This design comes from an exercise in tuning for small area, a short achievable clock period and few clock cycles on the open sky130 flow, not from production work. Only the layout flow was run in this run; the RTL was not checked for function there. Power figures rest on the tool's default switching activity, not on a simulated workload.

<file path="flow/run.sh">
#!/bin/bash
# synth_recipe.tcl (not shown) runs the flow's synth.tcl, then flattens the netlist and writes it again
# the make line also repeats each setting of config.mk as NAME=value (left out here)
make -C /OpenROAD-flow-scripts/flow DESIGN_CONFIG=/design/flow/config.mk WORK_HOME=/design/flow/orfs CLKGATE_MAP_FILE= SYNTH_SCRIPT=/design/flow/synth_recipe.tcl finish
</file>
<file path="flow/design.v">
module crc16_step (
    input  wire [15:0] c,
    input  wire [7:0]  b,
    output reg  [15:0] r
);
    integer j;
    always @(*) begin
        r = c ^ {8'h00, b};
        for (j = 0; j < 8; j = j + 1)
            r = r[0] ? ((r >> 1) ^ 16'hA001) : (r >> 1);
    end
endmodule
module crc16mb (
    input  wire        clk,
    input  wire        rst,         
    input  wire        swap_en,     
    input  wire        zp_guard,    
    input  wire        cmd_valid,
    output wire        cmd_ready,
    input  wire [11:0] cmd,
    output reg         rsp_valid,
    output reg  [3:0]  rsp_st,
    output reg  [31:0] rsp_dout
);
    localparam [3:0] ST_OK       = 4'd0,
                     ST_CRCMIS   = 4'd1,
                     ST_BADVAL   = 4'd2,
                     ST_SHORT    = 4'd3,
                     ST_NOTVAL   = 4'd4,
                     ST_OVF      = 4'd5,
                     ST_NORD     = 4'd6,
                     ST_ILLEGAL  = 4'd7;
    localparam [3:0] OP_CRC_INIT = 4'h1,
                     OP_CRC_UPD  = 4'h2,
                     OP_CRC_FIN  = 4'h3,
                     OP_TBL      = 4'h4,
                     OP_QRY      = 4'h5,
                     OP_FRM_CLR  = 4'h6,
                     OP_FRM_PUSH = 4'h7,
                     OP_FRM_SFX  = 4'h8,
                     OP_FRM_VAL  = 4'h9,
                     OP_FRM_DEC  = 4'hA,
                     OP_RD       = 4'hB;
    reg [15:0] crc;
    reg [15:0] crcout;
    reg [8:0]  len;
    reg        crcok, rvalid, ovf, divz;
    reg [15:0] rcrc;               
    reg [7:0]  lb1, lb0;           
    reg [15:0] f_v, f_f, f_pf, f_al;
    reg [31:0] f_i, f_p, f_e;      
    reg        vq;
    reg [11:0] cq;
    reg        ready_r;
    reg [1:0]  sph;                
    assign cmd_ready = ready_r;
    wire [3:0] op  = cq[11:8];
    wire [7:0] arg = cq[7:0];
    reg illegal;
    always @(*) begin
        case (op)
            OP_CRC_INIT, OP_CRC_FIN, OP_FRM_CLR,
            OP_FRM_SFX, OP_FRM_VAL, OP_FRM_DEC: illegal = (arg != 8'd0);
            OP_CRC_UPD, OP_TBL, OP_FRM_PUSH:    illegal = 1'b0;
            OP_QRY:                             illegal = (arg > 8'd7);
            OP_RD:                              illegal = (arg > 8'd10);
            default:                            illegal = 1'b1;
        endcase
    end
    reg  [3:0]         gk;
    reg  signed [21:0] ga1, ga2;
    wire               gdone = gk[3];
    wire [3:0]  i_dig = f_i[{gk[2:0], 2'b00} +: 4];
    wire [3:0]  p_dig = f_p[{gk[2:0], 2'b00} +: 4];
    wire [19:0] g_mu  = f_v * i_dig;
    wire [12:0] g_lou = p_dig * 13'd500;
    wire [14:0] g_hiu = p_dig * 15'd1500;
    wire signed [21:0] g_m  = $signed({2'b00, g_mu});
    wire signed [21:0] g_lo = $signed({9'd0, g_lou});
    wire signed [21:0] g_hi = $signed({7'd0, g_hiu});
    wire signed [21:0] ga1_in = (gk[2:0] == 3'd0) ? 22'sd0 : (ga1 >>> 4);
    wire signed [21:0] ga2_in = (gk[2:0] == 3'd0) ? 22'sd0 : (ga2 >>> 4);
    wire        gate_ok = !ga1[21] && !ga2[21];
    wire        p_zero  = (f_p == 32'd0);
    always @(posedge clk) begin
        if (rst || len < 9'd13) begin
            gk <= 4'd0;
        end else if (!gdone) begin
            gk  <= gk + 4'd1;
            ga1 <= ga1_in + g_m - g_lo;
            ga2 <= ga2_in - g_m + g_hi;
        end
    end
    wire [15:0] upd_val;                    
    crc16_step u_upd (.c(op == OP_TBL ? 16'h0000 : crc), .b(arg), .r(upd_val));
    wire [15:0] buf_step;                   
    crc16_step u_buf (.c(rcrc), .b(lb1), .r(buf_step));
    wire exec_op  = vq && !illegal;
    wire is_push  = exec_op && op == OP_FRM_PUSH;
    wire is_sfx   = exec_op && op == OP_FRM_SFX;
    wire is_dec   = exec_op && op == OP_FRM_DEC;
    wire sfx_ok   = !ovf && len <= 9'd254;
    wire sfx_run  = is_sfx && (sfx_ok || sph != 2'd0);    
    wire dec_wait = is_dec && crcok && len >= 9'd25 && !p_zero && !gdone;
    wire stall    = (sfx_run && sph != 2'd2) || dec_wait;
    wire len_full = len[8];                 
    wire       push_wr = is_push && !len_full;
    wire       sfx_wr  = sfx_run && sph != 2'd0;
    wire       wr      = push_wr || sfx_wr;
    wire [15:0] sfx_c  = (len == 9'd0) ? rcrc : buf_step;    
    wire [7:0] wbyte   = push_wr ? arg : (sph == 2'd1 ? sfx_c[7:0] : lb0);
    wire       wlow  = wr && len[8:5] == 4'd0;
    wire [4:0] wpos  = len[4:0];
    always @(posedge clk) begin
        if (wlow) begin
            case (wpos)
                5'd3:  f_v[15:8]  <= wbyte;
                5'd4:  f_v[7:0]   <= wbyte;
                5'd17: f_f[15:8]  <= wbyte;
                5'd18: f_f[7:0]   <= wbyte;
                5'd19: f_pf[15:8] <= wbyte;
                5'd20: f_pf[7:0]  <= wbyte;
                5'd21: f_al[15:8] <= wbyte;
                5'd22: f_al[7:0]  <= wbyte;
                default: ;
            endcase
            if (wpos == (swap_en ? 5'd7 : 5'd5))   f_i[31:24] <= wbyte;
            if (wpos == (swap_en ? 5'd8 : 5'd6))   f_i[23:16] <= wbyte;
            if (wpos == (swap_en ? 5'd5 : 5'd7))   f_i[15:8]  <= wbyte;
            if (wpos == (swap_en ? 5'd6 : 5'd8))   f_i[7:0]   <= wbyte;
            if (wpos == (swap_en ? 5'd11 : 5'd9))  f_p[31:24] <= wbyte;
            if (wpos == (swap_en ? 5'd12 : 5'd10)) f_p[23:16] <= wbyte;
            if (wpos == (swap_en ? 5'd9 : 5'd11))  f_p[15:8]  <= wbyte;
            if (wpos == (swap_en ? 5'd10 : 5'd12)) f_p[7:0]   <= wbyte;
            if (wpos == (swap_en ? 5'd15 : 5'd13)) f_e[31:24] <= wbyte;
            if (wpos == (swap_en ? 5'd16 : 5'd14)) f_e[23:16] <= wbyte;
            if (wpos == (swap_en ? 5'd13 : 5'd15)) f_e[15:8]  <= wbyte;
            if (wpos == (swap_en ? 5'd14 : 5'd16)) f_e[7:0]   <= wbyte;
        end
    end
    reg [7:0] qry_byte;
    always @(*) begin
        case (arg[2:0])
            3'd0: qry_byte = 8'h01;
            3'd1: qry_byte = 8'h04;
            3'd2: qry_byte = 8'h00;
            3'd3: qry_byte = 8'h00;
            3'd4: qry_byte = 8'h00;
            3'd5: qry_byte = 8'h0A;
            3'd6: qry_byte = 8'h70;
            default: qry_byte = 8'h0D;
        endcase
    end
    reg [31:0] rd_val;
    always @(*) begin
        case (arg[3:0])
            4'd0:    rd_val = {16'd0, crc};
            4'd1:    rd_val = {16'd0, crcout};
            4'd2:    rd_val = {23'd0, len};
            4'd3:    rd_val = {28'd0, divz, ovf, rvalid, crcok};
            4'd4:    rd_val = {16'd0, f_v};
            4'd5:    rd_val = f_i;
            4'd6:    rd_val = f_p;
            4'd7:    rd_val = f_e;
            4'd8:    rd_val = {16'd0, f_f};
            4'd9:    rd_val = {16'd0, f_pf};
            default: rd_val = {16'd0, f_al};
        endcase
    end
    wire [15:0] crc_sw  = {crc[7:0], crc[15:8]};
    wire [15:0] rcrc_sw = {rcrc[7:0], rcrc[15:8]};
    wire        accept  = cmd_valid && ready_r;
    always @(posedge clk) begin
        if (rst) begin
            vq        <= 1'b0;
            ready_r   <= 1'b1;
            sph       <= 2'd0;
            crc       <= 16'hFFFF;
            crcout    <= 16'hFFFF;
            len       <= 9'd0;
            rcrc      <= 16'hFFFF;
            crcok     <= 1'b0;
            rvalid    <= 1'b0;
            ovf       <= 1'b0;
            divz      <= 1'b0;
            rsp_valid <= 1'b0;
            rsp_st    <= ST_OK;
            rsp_dout  <= 32'd0;
        end else begin
            if (accept) begin
                vq <= 1'b1;
                cq <= cmd;
            end else if (!stall) begin
                vq <= 1'b0;
            end
            ready_r <= !((accept && cmd[11:8] == OP_FRM_SFX) ||
                         (accept && cmd[11:8] == OP_FRM_DEC && !gdone) ||
                         (vq && stall && !(sfx_run && sph == 2'd1)));
            rsp_valid <= vq && !stall;
            rsp_st    <= ST_OK;
            rsp_dout  <= 32'd0;
            if (wr) begin
                len <= len + 9'd1;
            end
            if (vq && illegal) begin
                rsp_st <= ST_ILLEGAL;
            end else if (vq) begin
                case (op)
                    OP_CRC_INIT: begin
                        crc      <= 16'hFFFF;
                        rsp_dout <= 32'h0000FFFF;
                    end
                    OP_CRC_UPD: begin
                        crc      <= upd_val;
                        rsp_dout <= {16'd0, upd_val};
                    end
                    OP_CRC_FIN: begin
                        crcout   <= crc_sw;
                        rsp_dout <= {16'd0, crc_sw};
                    end
                    OP_TBL: begin
                        rsp_dout <= {16'd0, upd_val};
                    end
                    OP_QRY: begin
                        rsp_dout <= {24'd0, qry_byte};
                    end
                    OP_FRM_CLR: begin
                        len    <= 9'd0;
                        rcrc   <= 16'hFFFF;
                        crcok  <= 1'b0;
                        rvalid <= 1'b0;
                        ovf    <= 1'b0;
                    end
                    OP_FRM_PUSH: begin
                        crcok  <= 1'b0;
                        rvalid <= 1'b0;
                        if (len_full) begin
                            ovf      <= 1'b1;
                            rsp_st   <= ST_OVF;
                            rsp_dout <= 32'd256;
                        end else begin
                            if (len[8:1] != 8'd0)
                                rcrc <= buf_step;
                            lb1      <= lb0;
                            lb0      <= arg;
                            rsp_dout <= {23'd0, len + 9'd1};
                        end
                    end
                    OP_FRM_SFX: begin
                        crcok  <= 1'b0;
                        rvalid <= 1'b0;
                        if (!sfx_run) begin
                            ovf    <= 1'b1;
                            rsp_st <= ST_OVF;
                        end else begin
                            sph <= sph + 2'd1;
                            case (sph)
                                2'd0: begin
                                    if (len[8:1] != 8'd0)
                                        rcrc <= buf_step;
                                    lb1 <= lb0;
                                end
                                2'd1: begin
                                    rcrc   <= sfx_c;
                                    crc    <= sfx_c;
                                    crcout <= {sfx_c[7:0], sfx_c[15:8]};
                                    lb1    <= sfx_c[7:0];
                                    lb0    <= sfx_c[15:8];
                                end
                                default: begin
                                    sph      <= 2'd0;
                                    rsp_dout <= {16'd0, crcout};
                                end
                            endcase
                        end
                    end
                    OP_FRM_VAL: begin
                        if (ovf) begin
                            crcok  <= 1'b0;
                            rsp_st <= ST_OVF;
                        end else if (len < 9'd2) begin
                            crcok  <= 1'b0;
                            rsp_st <= ST_SHORT;
                        end else begin
                            crc      <= rcrc;
                            crcout   <= rcrc_sw;
                            rsp_dout <= {16'd0, rcrc_sw};
                            if (lb1 == rcrc[7:0] && lb0 == rcrc[15:8]) begin
                                crcok  <= 1'b1;
                            end else begin
                                crcok  <= 1'b0;
                                rsp_st <= ST_CRCMIS;
                            end
                        end
                    end
                    OP_FRM_DEC: begin
                        if (!dec_wait) begin
                            divz <= 1'b0;
                            if (!crcok) begin
                                rvalid <= 1'b0;
                                rsp_st <= ST_NOTVAL;
                            end else if (len < 9'd25) begin
                                rvalid <= 1'b0;
                                rsp_st <= ST_SHORT;
                            end else if (p_zero) begin
                                if (zp_guard) begin
                                    rvalid <= 1'b1;
                                end else begin
                                    divz   <= 1'b1;
                                    rvalid <= 1'b0;
                                    rsp_st <= ST_BADVAL;
                                end
                            end else if (gate_ok) begin
                                rvalid <= 1'b1;
                            end else begin
                                rvalid <= 1'b0;
                                rsp_st <= ST_BADVAL;
                            end
                        end
                    end
                    OP_RD: begin
                        if (arg[3:2] != 2'b00 && !rvalid) begin
                            rsp_st <= ST_NORD;
                        end else begin
                            rsp_dout <= rd_val;
                        end
                    end
                    default: ;
                endcase
            end
        end
    end
endmodule
</file>
<file path="flow/config.mk">
export PLATFORM = sky130hd
export DESIGN_NAME = crc16mb
export DESIGN_NICKNAME = crc16mb
export VERILOG_FILES = /design/flow/design.v
export SDC_FILE = /design/flow/constraint.sdc
export NUM_CORES = 8
export LEC_CHECK = 0
export CAP_MARGIN = 20
export CORE_MARGIN = 2
export CORE_UTILIZATION = 40
export PLACE_DENSITY = 0.6
export SLEW_MARGIN = 20
</file>
<file path="flow/constraint.sdc">
create_clock -name core_clock -period 13.0 [get_ports {clk}]
set_input_delay 2.6000 -clock core_clock [delete_from_list [all_inputs] [get_ports {clk}]]
set_output_delay 2.6000 -clock core_clock [all_outputs]
set_load 0.01 [all_outputs]
</file>
==> metrics.csv <==
metric;value;unit
status;finished clean;
Avg Cell Area, Syn;10.12;um^2
routed length per placed instance;22.88;um
post-synthesis compound-gate area fraction;16.51;%
Int Pwr;0.001843;W
antenna viol nets, final;0;
Post-Layout Cell Count;2818;
NetSw;0.0005448;W
TritonCTS clock tree;done;
Setup WS pre-CTS;4.689;ns
clk_skew;0.02064;ns
DR pass1 iterations;6;
initial antenna violation count;2;
Arrival @ worst endpoint;8.60;ns
PwrDens;100.9;nW/um^2
clock latency on the worst-skew pair;0.59;ns
final WL;64460;um
Syn-to-layout area delta;12.28;%
number of inserted diodes;0;
initial DRC count;1877;
Die X-Extent;233.5;um
# resized after CTS;0;
VDD IR max;0.00008061;V
clock root buffer;clkbuf_16;
worst hold slack;0.5101;ns
global-route wire length before repair;98400;um
Final HPWL DP;47570;um
grt ovf;0;
gpl congestion;0.9380;
Leak;9.031;nW
unrepaired setup endpoints after global routing;false;
Least-Margin Pin Slew;1.104;ns
post-synthesis cell type count;83;
CTS H-Tree Depth;2;
fraction of final layout cells with drive strength greater than 1;8.357;%
core area;52340;um^2
sequential area share after synthesis;41.89;%
crit share post-route;63.60;%
Crit. End Element;register;
initial core utilization;40.27;%
CP Launch Type;register;
Fillers;4965;
DR vias/cell;5.876;
Ys Warns;2;
hold crit path type;register to register;
DRC violations left;0;
Max Fclk;121.0;MHz
ys flop type;edfxtp_1;
post-synthesis cell area;21080;um^2
min Tclk post-route;8.268;ns
vias in the first global route;16240;
cts hold-fix bufs;0;
io pins;55;
fin. max-slew vios;0;
EDFF count, synth;224;
clock share of power;48.7;%
Final WS setup;4.732;ns
max cap viols;0;
multiplexer area fraction after synthesis;3.758;%
Net Count, Synth;2277;
IO buf count;53;
total CTS buffers;39;
Final Net Count;2295;
hold violation count in the final report;0;
All-Layer GR Usage;23.77;%
simple-gate area share of the yosys netlist;14.28;%
CTS max path bufs;3;
Setup Viol. Count Final;0;
# rows;84;
pin count of the biggest net entering global routing;46;
xor and xnor fraction of the mapped netlist area;5.592;%
setup bufs post-CTS;0;
worst-path maximum fanout;16;
Synth Register Bits;329;
Sw Share;22.82;%
clock sinks;329;
Syn Inst Count;2083;
required time of the critical path;13.33;ns
Slew Limit Headroom;25.85;%
Comb power frac;4.3;%
vias;16560;
total die area;54540;um^2
clock slew at reported path FFs;0.06;ns
Worst Reg2Reg Path Length in Cells;25;
Hold Path Stages;2;
CP Class;register to register;
asr flop ratio synth;0;%
TNS Setup;0;ns
chip height;233.5;um
largest family of logic cells by synthesized area;compound AO/OA/AOI/OAI gates;
Final Util;45.21;%
adder-cell share of the synthesized area;12.68;%
dpl cells;2747;
Seq pwr share;47.0;%
-- stage by stage --
stage	power [W]	cell area [um^2]
6_report	0.002388	23670
3_5_place_dp	0.001243	22300
4_1_cts	0.002402	23640
2_1_floorplan	0.001207	21080
3_3_place_gp	0.001243	22290
5_1_grt	0.002448	23670
-- per-layer routing --
| metal | wire (um) | part of all wire [%] | track usage [%] | vias to the layer above |
|---|---|---|---|---|
| met1 | 26810 | 42 | 32.06 | 8094 |
| li1 | - | - | - | 7549 |
| met3 | 5073 | 7.9 | 3.857 | 154 |
| met2 | 29840 | 46 | 37.91 | 759 |
| met4 | 2724 | 4.2 | 9.850 | 2 |
| met5 | 13 | 0.020 | 0 | - |
-- synth_stat cells (25+ instances only) --
library cell / count / share of area [%]
nor2b_1: 64 / 1.9
xor2_1: 53 / 2.2
a31oi_1: 25 / 0.74
a22oi_1: 44 / 1.6
edfxtp_1: 224 / 32
xnor2_1: 79 / 3.3
dfxtp_1: 105 / 10
a21o_1: 30 / 1.1
nor3_1: 46 / 1.1
inv_1: 154 / 2.7
clkbuf_1: 86 / 1.5
a221oi_1: 27 / 1.1
nor2_1: 158 / 2.8
ha_1: 116 / 6.9
fa_1: 61 / 5.8
a211o_1: 32 / 1.3
o21ai_0: 72 / 1.7
nand2_1: 159 / 2.8
a21oi_1: 137 / 3.3
nand2b_1: 39 / 1.2
-- state kept, by name, indices dropped and copies added, names as in the netlist, 9 cells and up --
register,flops
f_e,32
cq,12
f_pf,16
crcout,16
crc,16
rcrc,16
f_v,16
f_p,32
rsp_dout,32
len,9
f_al,16
ga1,18
f_i,32
ga2,18
f_f,16
-- worst max-delay path: stages (launching register included) --
cell      delay (ns)
dfxtp_1         0.59
buf_4           0.32
mux4_2          0.54
mux2i_2         0.65
nand2b_1        0.23
fa_1            0.43
fa_1            0.54
inv_1           0.07
fa_1            0.46
a21o_1          0.19
a21oi_1         0.20
nor2b_1         0.09
o41ai_1         0.40
a21oi_1         0.17
o41ai_1         0.57
xnor2_1         0.22
fa_1            0.56
inv_1           0.04
ha_1            0.34
a21o_1          0.19
a21o_1          0.16
a21o_1          0.19
a221o_1         0.40
nor2_1          0.17
a21oi_1         0.12
xnor2_1         0.13
-- cells in the final DEF (no fill, tap or decap), drive strengths merged, types with 25 or more instances in the layout --
cell           Yosys  final
edfxtp           224    224
nor2             170    170
nand2            160    160
inv              154    155
a21oi            138    138
ha               116    116
dfxtp            105    105
xnor2             79     79
o21ai             77     77
nor2b             64     64
fa                61     61
xor2              53     53
clkdlybuf4s50      0     52
buf               38     49
clkbuf            86     49
nor3              47     47
a22oi             44     44
nand2b            39     39
a211o             32     32
a21o              30     30
a221oi            27     27
a31oi             25     25
-- area by class of cell --
cell class              count  area, um^2  share of cell area (%)
multi-input cells        1476       11160                   47.16
clock inverters            21       296.5                   1.253
well taps                 688       860.8                   3.638
inverters                 154       578.1                   2.443
clock buffers              49        1044                   4.409
repair buffers            101       898.4                   3.796
flip-flops and latches    329        8828                   37.31
-- power groups by stage --
stage	sequential, W	combinational (W)	clock (W)
floorplan	0.00114	0.0000703	0
global placement	0.00114	0.0000999	0
detailed placement	0.00114	0.000100	0
CTS	0.00112	0.000101	0.00118
global route	0.00112	0.000109	0.00122
finish	0.00112	0.000103	0.00116
-- final timing paths --
path / startpoint / end / slack (ns)
worst min register to register: divz$_SDFFE_PP0P_ / divz$_SDFFE_PP0P_ / 0.51
worst max-delay path: gk[0]$_SDFFE_PP0N_ / ga2[20]$_DFFE_PP_ / 4.73
worst max register to register: gk[0]$_SDFFE_PP0N_ / ga2[20]$_DFFE_PP_ / 4.73
worst min-delay path: divz$_SDFFE_PP0P_ / divz$_SDFFE_PP0P_ / 0.51
-- cell families after synthesis --
family	after synthesis
compound gates	508
xor+xnor	133
fa+ha+maj	177
buf+inv	278
flops	329
mux	57
other cells	1
simple gates	600

==> static timing again, ports no longer ideal <==
The results above use ideal ports. As a check the final layout listed here was re-extracted and re-timed, cells and wires unchanged. Step 1, drivers: a clkbuf_16 drives clk and a buf_2 each remaining input, both assumed. Step 2 moves the port delays by t, midway between the first and last clock arrival at a register: inputs arrive t later, outputs are due t later. That takes back most of the time a late clock gives input paths. Slacks: ideal ports / drivers / drivers and shift; pairs: ideal ports / drivers.
t (ns): 0.635
setup WS [ns]: 4.732 / 4.732 / 4.732
worst hold slack (ns): 0.510 / 0.510 / 0.510
clock arrival spread, ns: 0.022 / 0.021
slew at the worst register clock pin (ns): 0.07 / 0.07
After both steps this run still meets setup and hold. For this run, drivers alone change the setup slack by 0.000 ns; drivers and shift together by 0.000 ns.
